This is an optimization exercise on Yosys and OpenROAD, whose aim is small area, a short achievable clock period and few clock cycles per item, not a production implementation. Only simulation tests tie the RTL to the original design; equivalence was not proved. Power is estimated from default activity; no workload was simulated.

[flow/constraint.sdc]
create_clock -name core_clock -period 15.0 [get_ports {clk}]
set_input_delay 3.0000 -clock core_clock [delete_from_list [all_inputs] [get_ports {clk}]]
set_output_delay 3.0000 -clock core_clock [all_outputs]
set_load 0.01 [all_outputs]
[flow/run.sh]
#!/bin/bash
# synth_recipe.tcl (not shown) runs the flow's synth.tcl, then flattens the netlist and writes it again
# the make line also repeats each setting of config.mk as NAME=value (left out here)
make -C /OpenROAD-flow-scripts/flow DESIGN_CONFIG=/design/flow/config.mk WORK_HOME=/design/flow/orfs CLKGATE_MAP_FILE= SYNTH_SCRIPT=/design/flow/synth_recipe.tcl finish
[flow/design.v]
module fb_draw (
    input  wire        clk,
    input  wire        rst,         
    input  wire        cmd_valid,
    output wire        cmd_ready,
    input  wire [2:0]  cmd_op,      
    input  wire [15:0] cmd_x,       
    input  wire [15:0] cmd_y,       
    input  wire [15:0] cmd_len,     
    input  wire [15:0] cmd_h,       
    input  wire [7:0]  cmd_c,       
    input  wire        dat_valid,
    output wire        dat_ready,
    input  wire [7:0]  dat_byte,
    output wire        px_valid,
    input  wire        px_ready,
    output wire [7:0]  px_x,
    output wire [6:0]  px_y,
    output wire [7:0]  px_c,
    output wire        ack          
);
    localparam W = 160;
    localparam H = 128;
    localparam OP_CLEAR  = 3'd0;
    localparam OP_PIXEL  = 3'd1;
    localparam OP_HLINE  = 3'd2;
    localparam OP_VLINE  = 3'd3;
    localparam OP_CIRCLE = 3'd4;
    localparam OP_BLIT   = 3'd5;
    localparam S_IDLE  = 3'd0;
    localparam S_CLEAR = 3'd1;
    localparam S_LINE  = 3'd2;    
    localparam S_CIRC  = 3'd3;
    localparam S_BLIT  = 3'd4;
    localparam S_DONE  = 3'd5;
    reg [2:0] state;
    reg        vert;               
    reg signed [17:0] ox, oy;      
    reg [15:0] len;                
    reg [15:0] bh;                 
    reg [7:0]  col;
    reg [16:0] i;                  
    reg [16:0] j;                  
    reg [16:0] cx, cy;             
    reg signed [21:0] cd;          
    reg [2:0]  oct;                
    assign cmd_ready = (state == S_IDLE);
    assign ack       = (state == S_DONE);
    reg signed [17:0] pxs, pys;
    wire signed [17:0] scx = {1'b0, cx};
    wire signed [17:0] scy = {1'b0, cy};
    always @(*) begin
        pxs = 18'sd0;
        pys = 18'sd0;
        case (state)
            S_CLEAR: begin pxs = {1'b0, i}; pys = {1'b0, j}; end
            S_LINE: begin
                if (vert) begin pxs = ox;             pys = oy + {1'b0, i}; end
                else      begin pxs = ox + {1'b0, i}; pys = oy;             end
            end
            S_CIRC: begin
                case (oct)
                    3'd0: begin pxs = ox + scx; pys = oy + scy; end
                    3'd1: begin pxs = ox + scy; pys = oy + scx; end
                    3'd2: begin pxs = ox - scy; pys = oy + scx; end
                    3'd3: begin pxs = ox - scx; pys = oy + scy; end
                    3'd4: begin pxs = ox - scx; pys = oy - scy; end
                    3'd5: begin pxs = ox - scy; pys = oy - scx; end
                    3'd6: begin pxs = ox + scy; pys = oy - scx; end
                    default: begin pxs = ox + scx; pys = oy - scy; end
                endcase
            end
            S_BLIT: begin pxs = ox + {1'b0, i}; pys = oy + {1'b0, j}; end
            default: ;
        endcase
    end
    wire in_range = (pxs >= 0) && (pxs < W) && (pys >= 0) && (pys < H);
    wire drawing  = (state == S_CLEAR) || (state == S_LINE) || (state == S_CIRC) ||
                    (state == S_BLIT && dat_valid);
    assign px_valid  = drawing && in_range;
    assign px_x      = pxs[7:0];
    assign px_y      = pys[6:0];
    assign px_c      = (state == S_BLIT) ? dat_byte : ((state == S_CLEAR) ? 8'd0 : col);
    assign dat_ready = (state == S_BLIT) && (!in_range || px_ready);
    wire step = drawing && (!in_range || px_ready);
    wire [16:0]        ny    = cy + 1;
    wire signed [21:0] sny   = {5'd0, ny};
    wire               d_neg = cd[21];
    wire [17:0]        nx18  = d_neg ? {1'b0, cx} : {1'b0, cx} - 18'd1;    
    wire [16:0]        nx    = nx18[16:0];
    wire signed [21:0] snx   = {{4{nx18[17]}}, nx18};
    wire signed [21:0] nd    = d_neg ? (cd + 2 * sny + 1) : (cd + 2 * (sny - snx) + 1);
    wire               more  = !nx18[17] && (nx >= ny);
    always @(posedge clk) begin
        if (rst) begin
            state <= S_IDLE;
            vert  <= 1'b0;
            ox    <= 18'sd0;
            oy    <= 18'sd0;
            len   <= 16'd0;
            bh    <= 16'd0;
            col   <= 8'd0;
            i     <= 17'd0;
            j     <= 17'd0;
            cx    <= 17'd0;
            cy    <= 17'd0;
            cd    <= 22'sd0;
            oct   <= 3'd0;
        end else begin
            case (state)
                S_IDLE: begin
                    if (cmd_valid) begin
                        ox  <= {{2{cmd_x[15]}}, cmd_x};
                        oy  <= {{2{cmd_y[15]}}, cmd_y};
                        col <= cmd_c;
                        bh  <= cmd_h;
                        i   <= 17'd0;
                        j   <= 17'd0;
                        case (cmd_op)
                            OP_CLEAR: state <= S_CLEAR;
                            OP_PIXEL: begin
                                vert  <= 1'b0;
                                len   <= 16'd1;
                                state <= S_LINE;
                            end
                            OP_HLINE, OP_VLINE: begin
                                vert  <= (cmd_op == OP_VLINE);
                                len   <= cmd_len;
                                state <= (cmd_len == 16'd0) ? S_DONE : S_LINE;
                            end
                            OP_CIRCLE: begin
                                cx    <= {1'b0, cmd_len};
                                cy    <= 17'd0;
                                cd    <= 22'sd1 - $signed({6'd0, cmd_len});
                                oct   <= 3'd0;
                                state <= S_CIRC;
                            end
                            OP_BLIT: begin
                                len   <= cmd_len;
                                state <= (cmd_len == 16'd0 || cmd_h == 16'd0) ? S_DONE : S_BLIT;
                            end
                            default: state <= S_DONE;
                        endcase
                    end
                end
                S_CLEAR: begin
                    if (step) begin
                        if (i == W - 1) begin
                            i <= 17'd0;
                            if (j == H - 1) state <= S_DONE;
                            else            j <= j + 1;
                        end else begin
                            i <= i + 1;
                        end
                    end
                end
                S_LINE: begin
                    if (step) begin
                        if (i == {1'b0, len} - 1) state <= S_DONE;
                        else                      i <= i + 1;
                    end
                end
                S_CIRC: begin
                    if (step) begin
                        oct <= oct + 1;
                        if (oct == 3'd7) begin
                            cx <= nx;
                            cy <= ny;
                            cd <= nd;
                            if (!more) state <= S_DONE;
                        end
                    end
                end
                S_BLIT: begin
                    if (step) begin
                        if (i == {1'b0, len} - 1) begin
                            i <= 17'd0;
                            if (j == {1'b0, bh} - 1) state <= S_DONE;
                            else                     j <= j + 1;
                        end else begin
                            i <= i + 1;
                        end
                    end
                end
                default: state <= S_IDLE;    
            endcase
        end
    end
endmodule
[flow/config.mk]
export PLATFORM = sky130hd
export DESIGN_NAME = fb_draw
export DESIGN_NICKNAME = fb_draw
export VERILOG_FILES = /design/flow/design.v
export SDC_FILE = /design/flow/constraint.sdc
export NUM_CORES = 4
export LEC_CHECK = 0
export CAP_MARGIN = 20
export CORE_MARGIN = 2
export CORE_UTILIZATION = 40
export PLACE_DENSITY = 0.6
export SLEW_MARGIN = 20
==> run notes <==
## per-layer routing
layer | GRT usage | up-vias | share of wire
li1 | - | 10100 | -
met1 | 0.390 | 9823 | 0.47
met2 | 0.434 | 707 | 0.44
met3 | 0.0487 | 84 | 0.071
met4 | 0.0652 | 0 | 0.021
met5 | 0 | - | 0
## final timing paths
path                         end  cells past startpoint
min reg2reg  col[4]$_SDFFE_PP0P_                      2
max                    dat_ready                     23
min          col[4]$_SDFFE_PP0P_                      2
max reg2reg   cd[5]$_SDFFE_PP0P_                     24
## synthesized netlist by cell type (12+ instances only)
library cell  instances  share of area
a2111oi_0            12         0.0054
a211o_1              25          0.011
a211oi_1             48          0.019
a21o_1               22         0.0085
a21oi_1             267          0.069
a31oi_1              30         0.0097
and2_1               16         0.0052
and3_1               41          0.013
buf_2                12         0.0031
clkbuf_1            135          0.026
dfxtp_1             169           0.17
ha_1                171           0.11
inv_1               106          0.021
mux2i_1              32          0.017
nand2_1             334          0.065
nand2b_1             31          0.010
nand3_1              92          0.024
nand4_1              17         0.0055
nor2_1              241          0.047
nor2b_1              30         0.0097
nor3_1              115          0.030
nor4_1               31          0.010
o211ai_1             31          0.012
o21a_1               27          0.010
o21ai_0             166          0.043
o21ai_1              14         0.0036
o21bai_1             12         0.0047
o31ai_1              18         0.0070
or3_1                42          0.014
or4_1                16         0.0062
xnor2_1             125          0.057
xor2_1               58          0.026
## critical path, delay by kind of cell (launching register included)
family          cells  cell delay (ns)
flops               1             0.38
compound gates      6             1.88
buf+inv             2             0.64
fa+ha+maj           2             0.49
xor+xnor            1             0.12
simple gates       12             3.52
## power by group through the flow
stage | clock (mW) | combinational, mW | sequential, mW
global route | 0.493 | 2.74 | 0.660
floorplan | 0 | 1.88 | 0.581
detailed placement | 0 | 2.43 | 0.657
CTS | 0.476 | 2.44 | 0.647
finish | 0.466 | 2.47 | 0.650
global placement | 0 | 2.39 | 0.656
## cell usage in the layout (no fill, tap or decap), drive strengths merged, types with 46 or more instances in the layout
cell and instances:
nand2 335, a21oi 268, nor2 243, o21ai 180, ha 171, dfxtp 169
xnor2 125, nor3 117, inv 114, clkdlybuf4s50 113, nand3 92, xor2 58
a211oi 48, or3 46
## registers in the layout (all words and copies together), names as in the netlist, 17 cells and up
signal,cells
cd,22
cx,17
cy,17
i,17
j,17
## final cells by class
cell class / count / share of cell area
multi-input cells: 2314 / 0.697
flip-flops and latches: 169 / 0.158
repair buffers: 144 / 0.0635
well taps: 615 / 0.0358
clock buffers: 18 / 0.0200
inverters: 108 / 0.0189
clock inverters: 14 / 0.00705
## kinds of logic (layout without fill, tap and decap cells)
group | Yosys count | after routing
multiplexers | 42 | 42
XOR/XNOR | 183 | 183
buffers and inverters | 268 | 284
AO/OA/AOI/OAI | 839 | 839
flip-flops | 169 | 169
adder cells (fa/ha/maj) | 179 | 179
AND/OR/NAND/NOR | 1071 | 1071
==> metrics.md <==
| Metric | Value |
|---|---|
| RSZ-0062 raised after global routing | false |
| Avg Cell Area, Syn | between 7 and 8 sq um |
| Final period util | 0.702 |
| CORE AREA | 0.0477 sq mm |
| Clk sinks | roughly 170 |
| Number of synthesized flops with an enable pin | 0 |
| Post-route non-filler standard cell count | 3382 |
| Clock latency on the worst-skew pair | ~0.50 ns |
| Worst slew margin | 0.305 |
| Critical path's most frequent cell | or3_4 |
| Setup TNS | 0 ns |
| Max VDD drop | ~0.083 mV |
| IO Count | around 120 |
| Post-CTS Setup Repair Bufs | 0 |
| Main combinational cell family by area after synthesis | compound AO/OA/AOI/OAI gates |
| Hold Crit Class | reg2reg |
| TritonCTS clock tree | yes |
| H-Tree Depth | 4 |
| Hold Slack | around 0.46 ns |
| Critical path class | reg2out |
| Cts hold-fix bufs | 0 |
| Initial Utilization | 0.405 |
| Placed cell areas | approximately 0.021 sq mm |
| Gate Count Post-Synth | approximately 2800 |
| Ys async rst share | 0 |
| Hold Vio Cnt, Final | 0 |
| Tmin final | 10.53 ns |
| Status | no timing/DRC/antenna violations |
| Multi-input combinational cell area | 0.0150 sq mm |
| Vias per cell | between 6 and 7 |
| Synthesized flop and latch total | 169 |
| Layout Skew | about 0.020 ns |
| Adder-cell share of the synthesized area | 0.119 |
| Global-route wire length before repair | roughly 110000 um |
| Synth Net Count | 3018 |
| Worst path cell trace | inv_1 -> ha_1 -> nand2_2 -> or3_1 -> or3_4 -> or3_4 -> or3_1 -> or3_4 -> or3_4 -> and2_1 -> xnor2_1 -> a222oi_1 -> ha_1 -> nor2_1 -> a2111oi_0 -> o21ai_0 -> a2111oi_0 -> and4_1 -> a31o_2 -> o2111ai_2 -> nor3_2 -> nor2_1 -> clkdlybuf4s50_1 |
| Setup violators final | 0 |
| Initial antenna violation count | 0 |
| DR DRC count | 0 |
| Post-DP HPWL | roughly 54000 um |
| R2R Setup Slk | roughly 7.6 ns |
| Synth Area in Simple Gates | 0.267 |
| Drt pass-1 iters | 6 |
| Synth Area in Compound Gates | 0.280 |
| Layout cell share with drive strength beyond 1 | 0.0423 |
| Final Core Density | 0.450 |
| DRT iter0 DRCs | between 1500 and 2000 |
| N_diodes | 0 |
| Die width | about 220 um |
| Crit path DAT | 7.53 ns |
| Nets | 3021 |
| Routability Congestion | 0.915 |
| Die ar. | ~0.05 sq mm |
| Xor/xnor cell area share of the yosys netlist | 0.0828 |
| WL per Instance | around 21 um |
| Finished Cell Area | 0.0215 sq mm |
| Die Y | 224 um |
| Worst Path Max Fanout | 7 |
| Critical Path Max Stage Delay | about 0.52 ns |
| WP data required | around 12 ns |
| Via Count | 20700 |
| Sequential-to-total area share from yosys stat | 0.175 |
| Worst Setup End Kind | output port |
| Synth Cell Area | just under 0.02 sq mm |
| Final WL | roughly 70000 um |
| Placed Cells | between 3000 and 4000 |
| Worst r2r src | cx[0]$_SDFFE_PP0P_ |
| Syn-to-layout area delta | 11.0% |
| All-Layer GR Usage | 0.276 |
| Overall Power | about 3.6 mW |
| Combinational power share | 0.689 |
| CP max-delay cell | clkdlybuf4s50_1 |
| DRT antenna net count | 0 |
| Post-synthesis mux area share | 0.0224 |
| Largest net degree at the start of global routing | 104 |
| Internal Power | 1.74 mW |
| Dpl ws | between 5 and 6 ns |
| Post-CTS sizing | 0 |
| Fillers | between 4000 and 5000 |
| Max cap viols | 0 |
| NetSw | 1.85 mW |
| Worst Min Path Start | col[4]$_SDFFE_PP0P_ |
| Buffers on Ports | around 110 |
| CTS Buf Count | 17 |
| CTS clk-pin slew, worst paths | about 0.08 ns |
| Clock share of power | 0.130 |
| Placement Rows | 80 |
| CTS max path bufs | 2 |
| Synth warn | 1 |
| Fmax | 95.0 MHz |
| Clock Tree Root | clkbuf_16 |
| Slew Viols, Final | 0 |
| Crit path launch type | flop |
| Seq pwr share | 0.181 |
| Leak | about 8.6 nW |
| Synth Flop Type | dfxtp_1 |
| Crit path launch | cx[0]$_SDFFE_PP0P_ |
| Worst setup margin | approximately 4.5 ns |
| Pwr per Cell Area | ~170 mW/mm^2 |
| Netlist cell types | 92 |
| GRT Residual Overflow | 0 |
| Sw frac | 0.516 |
| Register Area | 0.00338 sq mm |
| Worst slew pin tran | between 1 and 1.5 ns |
| Vias in the first global route | between 15000 and 20000 |
Testbench counts, summed over its fixed seeds: cycles 281,131, items 2,400.

-- separate check: timing with driven ports --
The flow's constraints put no driver on any port. The routed layout listed below was extracted and timed again, unchanged, in two steps. Step 1: set_driving_cell puts a clkbuf_16 on clk and a buf_2 on each other input, an assumption about the parent block. Step 2, shift: input delay + t, output delay - t, t = (earliest + latest rising clock arrival at the registers) / 2. This alone moves slack from input paths to output paths. Three values: ideal, step 1, step 2; two values: the first two.
t, ns: 0.540
slack for setup (ns): 4.474 / 4.424 / 4.964
worst slew at a driven data input, ns: 0.06
After both steps this run still meets setup and hold. For this run, drivers alone change the setup slack by -0.050 ns; drivers and shift together by +0.490 ns.
